From an optimization exercise on the open Yosys and OpenROAD flow, aimed at small area; shortcuts taken in it are not production practice. At most, simulation tests tie the RTL to the original design; equivalence was not proved.

==> job 5801 <==
==> flow/design.v <==
module ledcube_engine (
    input             clk,
    input             rst,
    input      [1:0]  cfg_rot,
    input             cfg_inv,
    input             in_valid,
    input      [63:0] in_data,
    input             close,
    output reg [14:0] lines,
    output reg        done
);
    reg [63:0] w [0:6];
    reg [63:0] p [0:7];
    reg [63:0] c [0:7];
    reg [2:0]  beat;
    reg        closed;
    reg        p_valid;
    reg [2:0]  p_base;
    wire accept = in_valid && !closed;
    wire p_load = accept && (beat == 3'd7);
    reg [3:0] k;         
    reg [3:0] s;         
    reg [2:0] layer;
    integer i;
    always @(posedge clk) begin
        if (accept) begin
            for (i = 0; i < 6; i = i + 1)
                w[i] <= w[i + 1];
            w[6] <= in_data;
        end
    end
    always @(posedge clk) begin
        if (p_load) begin
            for (i = 0; i < 7; i = i + 1)
                p[i] <= ~w[i];
            p[7] <= ~in_data;
        end else begin
            for (i = 0; i < 7; i = i + 1)
                p[i] <= ~p[i + 1];
            p[7] <= ~p[0];
        end
    end
    always @(posedge clk) begin
        if (rst) begin
            beat    <= 3'd0;
            closed  <= 1'b0;
            p_valid <= 1'b0;
        end else begin
            if (close)
                closed <= 1'b1;
            if (accept)
                beat <= beat + 3'd1;
            if (p_load) begin
                p_valid <= 1'b1;
                p_base  <= k[2:0] + 3'd1;
            end
        end
    end
    reg        xact;      
    reg [2:0]  xcnt;
    reg        c_valid;   
    reg        c_is_p;    
    reg [2:0]  c_base;
    always @(posedge clk) begin
        for (i = 0; i < 7; i = i + 1)
            c[i] <= c[i + 1];
        c[7] <= xact ? p[0] : c[0];
    end
    wire row_slot  = !s[3];
    wire [2:0] row = s[2:0];
    wire at_end    = (layer == 3'd7) && (s == 4'd9) && (k == 4'd6);
    wire release_now = at_end && closed && (c_is_p || !p_valid);
    always @(posedge clk) begin
        if (rst) begin
            xact    <= 1'b0;
            xcnt    <= 3'd0;
            c_valid <= 1'b0;
            c_is_p  <= 1'b0;
        end else begin
            if (xact) begin
                if (xcnt == 3'd7) begin
                    xact    <= 1'b0;
                    c_valid <= 1'b1;
                    c_base  <= p_base;
                end
                xcnt <= (p_load && xcnt != 3'd7) ? 3'd0 : xcnt + 3'd1;
            end else if (at_end && !release_now && p_valid && !done) begin
                xact <= 1'b1;
                xcnt <= 3'd0;
            end
            if (p_load)
                c_is_p <= 1'b0;
            else if (xact && xcnt == 3'd7)
                c_is_p <= 1'b1;
        end
    end
    wire [63:0] tap = c[0];
    wire [2:0]  tl  = k[2:0] - c_base;        
    wire [2:0]  rsel = (cfg_rot == 2'd2) ? ~layer : row;
    wire [7:0]  rbus = tap[rsel*8 +: 8];      
    reg  [7:0]  cbus;                         
    always @(*)
        for (i = 0; i < 8; i = i + 1)
            cbus[i] = tap[i*8 + row];
    wire        rbit = rbus[layer];
    reg [7:0] dnew;
    reg [7:0] den;
    always @(*) begin
        for (i = 0; i < 8; i = i + 1) begin
            case (cfg_rot)
                2'd0: begin dnew[i] = rbus[i];     den[i] = (tl == layer); end
                2'd1: begin dnew[i] = rbit;        den[i] = (~tl == i[2:0]); end
                2'd2: begin dnew[i] = rbus[i];     den[i] = (tl == row); end
                default: begin dnew[i] = cbus[7-i]; den[i] = (tl == layer); end
            endcase
            dnew[i] = c_valid & (dnew[i] ^ cfg_inv ^ ~tl[0]);
            den[i]  = den[i] & row_slot & !k[3];
        end
    end
    always @(posedge clk) begin
        if (rst) begin
            k     <= 4'd0;
            s     <= 4'd9;
            layer <= 3'd7;
            lines <= 15'd0;
            done  <= 1'b0;
        end else begin
            k <= k + 4'd1;
            if (k == 4'd15) begin
                if (s == 4'd10) begin
                    s     <= 4'd0;
                    layer <= layer + 3'd1;
                end else
                    s <= s + 4'd1;
            end
            if (!done) begin
                if (k != 4'd0)
                    lines[10] <= 1'b1;                    
                for (i = 0; i < 8; i = i + 1)
                    if (den[i])
                        lines[i] <= dnew[i];
                if (row_slot) begin
                    if (k == 4'd9)  lines[8] <= 1'b1;     
                    if (k == 4'd10) lines[8] <= 1'b0;
                end
                if (s == 4'd8) begin
                    if (k == 4'd1) begin
                        lines[9]     <= 1'b1;             
                        lines[14:12] <= layer;            
                    end
                    if (k == 4'd2) lines[9]  <= 1'b0;
                    if (k == 4'd4) lines[11] <= 1'b1;     
                end
                if (s == 4'd9 && k == 4'd5)
                    lines[11] <= 1'b0;
                if (release_now) begin
                    lines <= 15'd0;
                    done  <= 1'b1;
                end
            end
        end
    end
endmodule
==> flow/flow/run.sh <==
#!/bin/bash
set -e
export CTS_ARGS="-sink_clustering_enable -repair_clock_nets -dont_use_dummy_load -buf_list sky130_fd_sc_hd__clkbuf_4 -sink_clustering_size 10 -sink_clustering_max_diameter 40"
export BUFFER_PORTS_ARGS="-buffer_cell sky130_fd_sc_hd__buf_1"
bash standard.sh > standard.log 2>&1
==> flow/standard.sh <==
#!/bin/bash
# synth_recipe.tcl (not shown) runs the flow's synth.tcl, then flattens the netlist and writes it again
# the make line also repeats each setting of config.mk as NAME=value (left out here)
make -C /OpenROAD-flow-scripts/flow DESIGN_CONFIG=/design/flow/config.mk WORK_HOME=/design/flow/orfs CLKGATE_MAP_FILE= SYNTH_SCRIPT=/design/flow/synth_recipe.tcl "${@:-finish}"
==> flow/config.mk <==
export PLATFORM = sky130hd
export DESIGN_NAME = ledcube_engine
export DESIGN_NICKNAME = ledcube_engine
export VERILOG_FILES = /design/flow/design.v
export SDC_FILE = /design/flow/constraint.sdc
export NUM_CORES = 4
export LEC_CHECK = 0
export ABC_AREA = 1
export CAP_MARGIN = 20
export CELL_PAD_IN_SITES_DETAIL_PLACEMENT = 1
export CELL_PAD_IN_SITES_GLOBAL_PLACEMENT = 1
export CORE_MARGIN = 2
export CORE_UTILIZATION = 50
export CTS_BUF_LIST = sky130_fd_sc_hd__clkbuf_4
export CTS_CLUSTER_DIAMETER = 40
export CTS_CLUSTER_SIZE = 10
export PLACE_DENSITY = 0.6
export SLEW_MARGIN = 20
==> flow/constraint.sdc <==
create_clock -name core_clock -period 10.0 [get_ports {clk}]
set_input_delay 2.0000 -clock core_clock [delete_from_list [all_inputs] [get_ports {clk}]]
set_output_delay 2.0000 -clock core_clock [all_outputs]
set_load 0.01 [all_outputs]
==> inputs of job 1654, as changes to job 5801 <==
==> flow/design.v, changed modules only <==
module ledcube_engine (
    input             clk,
    input             rst,
    input      [1:0]  cfg_rot,
    input             cfg_inv,
    input             in_valid,
    input      [63:0] in_data,
    input             close,
    output reg [14:0] lines,    
    output reg        done
);
    reg [63:0] w [0:6];
    reg [63:0] p [0:7];
    reg [63:0] c [0:7];
    reg [2:0]  beat;
    reg        closed;
    reg        p_valid;
    reg [2:0]  p_base;
    wire accept = in_valid && !closed;
    wire p_load = accept && (beat == 3'd7);
    reg [3:0] k;         
    reg [3:0] s;         
    reg [2:0] layer;
    integer i;
    always @(posedge clk) begin
        if (accept) begin
            for (i = 0; i < 6; i = i + 1)
                w[i] <= w[i + 1];
            w[6] <= in_data;
        end
    end
    always @(posedge clk) begin
        if (p_load) begin
            for (i = 0; i < 7; i = i + 1)
                p[i] <= ~w[i];
            p[7] <= ~in_data;
        end else begin
            for (i = 0; i < 7; i = i + 1)
                p[i] <= ~p[i + 1];
            p[7] <= ~p[0];
        end
    end
    always @(posedge clk) begin
        if (rst) begin
            beat    <= 3'd0;
            closed  <= 1'b0;
            p_valid <= 1'b0;
        end else begin
            if (close)
                closed <= 1'b1;
            if (accept)
                beat <= beat + 3'd1;
            if (p_load) begin
                p_valid <= 1'b1;
                p_base  <= k[2:0] + 3'd1;
            end
        end
    end
    reg        xact;      
    reg [2:0]  xcnt;
    reg        c_valid;   
    reg        c_is_p;    
    reg [2:0]  c_base;
    always @(posedge clk) begin
        for (i = 0; i < 7; i = i + 1)
            c[i] <= c[i + 1];
        c[7] <= xact ? p[0] : c[0];
    end
    wire row_slot  = !s[3];
    wire [2:0] row = s[2:0];
    wire at_end    = (layer == 3'd7) && (s == 4'd9) && (k == 4'd6);
    wire release_now = at_end && closed && (c_is_p || !p_valid);
    always @(posedge clk) begin
        if (rst) begin
            xact    <= 1'b0;
            xcnt    <= 3'd0;
            c_valid <= 1'b0;
            c_is_p  <= 1'b0;
        end else begin
            if (xact) begin
                if (xcnt == 3'd7) begin
                    xact    <= 1'b0;
                    c_valid <= 1'b1;
                    c_base  <= p_base;
                end
                xcnt <= (p_load && xcnt != 3'd7) ? 3'd0 : xcnt + 3'd1;
            end else if (at_end && !release_now && p_valid && !done) begin
                xact <= 1'b1;
                xcnt <= 3'd0;
            end
            if (p_load)
                c_is_p <= 1'b0;
            else if (xact && xcnt == 3'd7)
                c_is_p <= 1'b1;
        end
    end
    wire [63:0] tap = c[0];
    wire [2:0]  tl  = k[2:0] - c_base;        
    wire [2:0]  rsel = (cfg_rot == 2'd2) ? ~layer : row;
    wire [7:0]  rbus = tap[rsel*8 +: 8];      
    reg  [7:0]  cbus;                         
    always @(*)
        for (i = 0; i < 8; i = i + 1)
            cbus[i] = tap[i*8 + row];
    wire        rbit = rbus[layer];
    reg [7:0] dnew;
    reg [7:0] den;
    always @(*) begin
        for (i = 0; i < 8; i = i + 1) begin
            case (cfg_rot)
                2'd0: begin dnew[i] = rbus[i];     den[i] = (tl == layer); end
                2'd1: begin dnew[i] = rbit;        den[i] = (~tl == i[2:0]); end
                2'd2: begin dnew[i] = rbus[i];     den[i] = (tl == row); end
                default: begin dnew[i] = cbus[7-i]; den[i] = (tl == layer); end
            endcase
            dnew[i] = c_valid & (dnew[i] ^ cfg_inv ^ ~tl[0]);
            den[i]  = den[i] & row_slot & !k[3];
        end
    end
    reg [7:0] dl;
    reg       srclr;
    wire srclk = row_slot && (k == 4'd10);
    wire rclk  = (s == 4'd8) && (k == 4'd2);
    wire oe    = ((s == 4'd8) && (k >= 4'd5)) || ((s == 4'd9) && (k <= 4'd5));
    always @(*) begin
        lines[7:0]   = dl;
        lines[8]     = srclr & srclk;
        lines[9]     = srclr & rclk;
        lines[10]    = srclr;
        lines[11]    = srclr & oe;
        lines[14:12] = srclr ? layer : 3'd0;
    end
    always @(posedge clk) begin
        if (rst) begin
            k     <= 4'd6;
            s     <= 4'd9;
            layer <= 3'd7;
            dl    <= 8'd0;
            srclr <= 1'b0;
            done  <= 1'b0;
        end else begin
            k <= k + 4'd1;
            if (k == 4'd15) begin
                if (s == 4'd10) begin
                    s     <= 4'd0;
                    layer <= layer + 3'd1;
                end else
                    s <= s + 4'd1;
            end
            if (!done) begin
                if (k[0])
                    srclr <= 1'b1;
                for (i = 0; i < 8; i = i + 1)
                    if (den[i])
                        dl[i] <= dnew[i];
                if (release_now) begin
                    dl    <= 8'd0;
                    srclr <= 1'b0;
                    done  <= 1'b1;
                end
            end
        end
    end
endmodule
==> flow/flow/run.sh (replaced) <==
#!/bin/bash
set -e
export CTS_ARGS="-sink_clustering_enable -repair_clock_nets -dont_use_dummy_load -buf_list {sky130_fd_sc_hd__clkbuf_2 sky130_fd_sc_hd__clkbuf_4} -sink_clustering_size 10 -sink_clustering_max_diameter 40"
export BUFFER_PORTS_ARGS="-buffer_cell sky130_fd_sc_hd__buf_1"
bash standard.sh > standard.log 2>&1
- CORE_UTILIZATION: 50 -> 65
- CTS_BUF_LIST: sky130_fd_sc_hd__clkbuf_4 -> not set
- CTS_CLUSTER_DIAMETER: 40 -> not set
- CTS_CLUSTER_SIZE: 10 -> not set
- PLACE_DENSITY: 0.6 -> 0.75
==> inputs of job 2207, as changes to job 5801 <==
==> flow/design.v, changed modules only <==
module ledcube_engine (
    input             clk,
    input             rst,
    input      [1:0]  cfg_rot,
    input             cfg_inv,
    input             in_valid,
    input      [63:0] in_data,
    input             close,
    output reg [14:0] lines,    
    output reg        done
);
    reg [63:0] w [0:6];
    reg [63:0] p [0:7];
    reg [63:0] c [0:7];
    reg [2:0]  beat;
    reg        closed;
    reg        p_valid;
    reg [2:0]  p_base;
    wire accept = in_valid && !closed;
    wire p_load = accept && (beat == 3'd7);
    reg [3:0] k;         
    reg [3:0] s;         
    reg [2:0] layer;
    integer i;
    always @(posedge clk) begin
        if (accept) begin
            for (i = 0; i < 6; i = i + 1)
                w[i] <= w[i + 1];
            w[6] <= in_data;
        end
    end
    always @(posedge clk) begin
        if (p_load) begin
            for (i = 0; i < 7; i = i + 1)
                p[i] <= ~w[i];
            p[7] <= ~in_data;
        end else begin
            for (i = 0; i < 7; i = i + 1)
                p[i] <= ~p[i + 1];
            p[7] <= ~p[0];
        end
    end
    always @(posedge clk) begin
        if (rst) begin
            beat    <= 3'd0;
            closed  <= 1'b0;
            p_valid <= 1'b0;
        end else begin
            if (close)
                closed <= 1'b1;
            if (accept)
                beat <= beat + 3'd1;
            if (p_load) begin
                p_valid <= 1'b1;
                p_base  <= k[2:0] + 3'd1;
            end
        end
    end
    reg        xact;      
    reg [2:0]  xcnt;
    reg        c_valid;   
    reg        c_is_p;    
    reg [2:0]  c_base;
    always @(posedge clk) begin
        for (i = 0; i < 7; i = i + 1)
            c[i] <= c[i + 1];
        c[7] <= xact ? p[0] : c[0];
    end
    wire row_slot  = !s[3];
    wire [2:0] row = s[2:0];
    wire at_end    = (layer == 3'd7) && (s == 4'd9) && (k == 4'd6);
    wire release_now = at_end && closed && (c_is_p || !p_valid);
    always @(posedge clk) begin
        if (rst) begin
            xact    <= 1'b0;
            xcnt    <= 3'd0;
            c_valid <= 1'b0;
            c_is_p  <= 1'b0;
        end else begin
            if (xact) begin
                if (xcnt == 3'd7) begin
                    xact    <= 1'b0;
                    c_valid <= 1'b1;
                    c_base  <= p_base;
                end
                xcnt <= (p_load && xcnt != 3'd7) ? 3'd0 : xcnt + 3'd1;
            end else if (at_end && !release_now && p_valid && !done) begin
                xact <= 1'b1;
                xcnt <= 3'd0;
            end
            if (p_load)
                c_is_p <= 1'b0;
            else if (xact && xcnt == 3'd7)
                c_is_p <= 1'b1;
        end
    end
    wire [63:0] tap = c[0];
    wire [2:0]  tl  = k[2:0] - c_base;        
    wire [2:0]  rsel = (cfg_rot == 2'd2) ? ~layer : row;
    wire [7:0]  rbus = tap[rsel*8 +: 8];      
    reg  [7:0]  cbus;                         
    always @(*)
        for (i = 0; i < 8; i = i + 1)
            cbus[i] = tap[i*8 + row];
    wire        rbit = rbus[layer];
    reg [7:0] dnew;
    reg [7:0] den;
    always @(*) begin
        for (i = 0; i < 8; i = i + 1) begin
            case (cfg_rot)
                2'd0: begin dnew[i] = rbus[i];     den[i] = (tl == layer); end
                2'd1: begin dnew[i] = rbit;        den[i] = (~tl == i[2:0]); end
                2'd2: begin dnew[i] = rbus[i];     den[i] = (tl == row); end
                default: begin dnew[i] = cbus[7-i]; den[i] = (tl == layer); end
            endcase
            dnew[i] = c_valid & (dnew[i] ^ cfg_inv ^ ~tl[0]);
            den[i]  = den[i] & row_slot & !k[3];
        end
    end
    reg [7:0] dl;
    reg       srclr;
    wire srclk = row_slot && (k == 4'd10);
    wire rclk  = (s == 4'd8) && (k == 4'd2);
    wire oe    = ((s == 4'd8) && (k >= 4'd5)) || ((s == 4'd9) && (k <= 4'd5));
    always @(*) begin
        lines[7:0]   = dl;
        lines[8]     = srclr & srclk;
        lines[9]     = srclr & rclk;
        lines[10]    = srclr;
        lines[11]    = srclr & oe;
        lines[14:12] = srclr ? layer : 3'd0;
    end
    always @(posedge clk) begin
        if (rst) begin
            k     <= 4'd6;
            s     <= 4'd9;
            layer <= 3'd7;
            dl    <= 8'd0;
            srclr <= 1'b0;
            done  <= 1'b0;
        end else begin
            k <= k + 4'd1;
            if (k == 4'd15) begin
                if (s == 4'd10) begin
                    s     <= 4'd0;
                    layer <= layer + 3'd1;
                end else
                    s <= s + 4'd1;
            end
            if (!done) begin
                if (k[0])
                    srclr <= 1'b1;
                for (i = 0; i < 8; i = i + 1)
                    if (den[i])
                        dl[i] <= dnew[i];
                if (release_now) begin
                    dl    <= 8'd0;
                    srclr <= 1'b0;
                    done  <= 1'b1;
                end
            end
        end
    end
endmodule
- CORE_UTILIZATION: 50 -> 72
- CTS_BUF_LIST: sky130_fd_sc_hd__clkbuf_4 -> not set
- CTS_CLUSTER_DIAMETER: 40 -> not set
- CTS_CLUSTER_SIZE: 10 -> not set
- PLACE_DENSITY: 0.6 -> 0.8
==> inputs of job 5612, as changes to job 5801 <==
--- a/flow/design.v
+++ b/flow/design.v
@@ -32,12 +32,12 @@
     always @(posedge clk) begin
         if (p_load) begin
             for (i = 0; i < 7; i = i + 1)
-                p[i] <= ~w[i];
-            p[7] <= ~in_data;
+                p[i] <= w[i];
+            p[7] <= in_data;
         end else begin
             for (i = 0; i < 7; i = i + 1)
-                p[i] <= ~p[i + 1];
-            p[7] <= ~p[0];
+                p[i] <= p[i + 1];
+            p[7] <= p[0];
         end
     end
     always @(posedge clk) begin
@@ -113,7 +113,7 @@
                 2'd2: begin dnew[i] = rbus[i];     den[i] = (tl == row); end
                 default: begin dnew[i] = cbus[7-i]; den[i] = (tl == layer); end
             endcase
-            dnew[i] = c_valid & (dnew[i] ^ cfg_inv ^ ~tl[0]);
+            dnew[i] = c_valid & (dnew[i] ^ cfg_inv);
             den[i]  = den[i] & row_slot & !k[3];
         end
     end
==> flow/run.sh (new file) <==
#!/bin/bash
# synth_recipe.tcl (not shown) runs the flow's synth.tcl, then flattens the netlist and writes it again
# the make line also repeats each setting of config.mk as NAME=value (left out here)
make -C /OpenROAD-flow-scripts/flow DESIGN_CONFIG=/design/flow/config.mk WORK_HOME=/design/flow/orfs CLKGATE_MAP_FILE= SYNTH_SCRIPT=/design/flow/synth_recipe.tcl finish
- ABC_AREA: 1 -> not set
- CELL_PAD_IN_SITES_DETAIL_PLACEMENT: 1 -> 2
- CELL_PAD_IN_SITES_GLOBAL_PLACEMENT: 1 -> 2
- CORE_UTILIZATION: 50 -> 30
- CTS_BUF_LIST: sky130_fd_sc_hd__clkbuf_4 -> not set
- CTS_CLUSTER_DIAMETER: 40 -> not set
- CTS_CLUSTER_SIZE: 10 -> not set
- PLACE_DENSITY: 0.6 -> 0.45
removed: flow/flow/run.sh
removed: flow/standard.sh
==> flow_summary.toml <==
[critical_path]
path_buf_inv = 5
cpPeakStageDelay_ns = 0.65
end_kind = "flop"

[floorplanning]
initial_core_util_pct = 50.4

[final_layout]
nets = 3081
clock_area_share_pct = 2.97
final_area_um2 = 46500
largest_class = "sequential cells"
multi_input_area_um2 = 8120
drive_gt1_share_pct = 7.52

[sta]
skew_ns = 0.119
tightest_slew_ns = 1.22

[status]
status = "finished clean"

[global_routing]
antenna_found_initial = 1
grt.met3_usage_pct = 3.91

[place]
place_congestion = 0.856
That was job 5801.
==> flow_summary.toml <==
[status]
status = "stopped before the end"
failed_stage = "5_1_grt"
error = "[ERROR GRT-0232] Routing congestion too high. Check the congestion heatmap in the GUI."

[global_routing]
grt.met3_usage_pct = 70.3
antenna_found_initial = 68

[clocking]
clock_sinks = 1510
cts_inserted_buffers = 173

[floorplanning]
initial_core_util_pct = 73.2

[synthesis]
ys_types = 35
yosys.area.top_type = "dfxtp_1"

[place]
port_buffers = 86
place_congestion = 0.899
That was job 2207.
==> flow_summary.toml <==
[final_layout]
drive_gt1_share_pct = 6.96
nets = 3047
clock_area_share_pct = 2.83
num_antenna_cells = 5
largest_class = "sequential cells"
fillers = 5715
multi_input_area_um2 = 8010

[status]
status = "finished clean"

[sta]
skew_ns = 0.0984
tightest_slew_ns = 1.08

[synthesis]
ys_async_sr_fraction_pct = 0

[critical_path]
cpPeakStageDelay_ns = 0.98
end_kind = "primary output"

[clocking]
root_buffer = "clkbuf_4"

[place]
place_congestion = 0.843

[global_routing]
antenna_found_initial = 2
That was job 1654.
==> flow_summary.toml <==
[status]
status = "finished clean"

[final_layout]
multi_input_area_um2 = 9580
nets = 3929
largest_class = "sequential cells"
clock_area_share_pct = 10.9
drive_gt1_share_pct = 9.88
final_area_um2 = 54100

[critical_path]
path_buf_inv = 3
end_kind = "flop"
cpPeakStageDelay_ns = 0.70

[global_routing]
grt.met3_usage_pct = 2.98
grt_pass1_vias = 28754
antenna_found_initial = 3

[sta]
tightest_slew_ns = 1.11
skew_ns = 0.0321

[place]
place_congestion = 0.734
That was job 5612.
For job 5801 and job 5612, only the layout was checked, not whether the RTL still works.

==> separate check: timing with driven ports <==
The results above use ideal ports. As a check the final layouts listed here were re-extracted and re-timed, cells and wires unchanged. Step 1 assumes that a clkbuf_16 drives the clock port and a buf_2 every other input. Step 2 also shifts input and output timing later by t, the mid clock arrival at the registers, as if the neighbouring blocks saw the same clock. Three values: ideal, step 1, step 2; two values: the first two.
run | t, ns | slack for setup (ns) | hold slack, ns | latest minus earliest clock arrival (ns) | worst data-port slew with drivers (ns)
job 5801 | 1.043 | 5.530 / 5.565 / 4.522 | 0.270 / 0.270 / 0.270 | 0.120 / 0.120 | 0.11
job 1654 | 1.031 | 4.772 / 4.704 / 3.852 | 0.275 / 0.275 / 0.275 | 0.116 / 0.116 | 0.10
job 5612 | 0.833 | 4.647 / 4.688 / 3.855 | 0.303 / 0.303 / 0.303 | 0.038 / 0.038 | 0.13
After both steps setup and hold are still met in every run listed. For job 5801, which loses most, drivers alone change the setup slack by +0.035 ns; drivers and shift together by -1.008 ns.
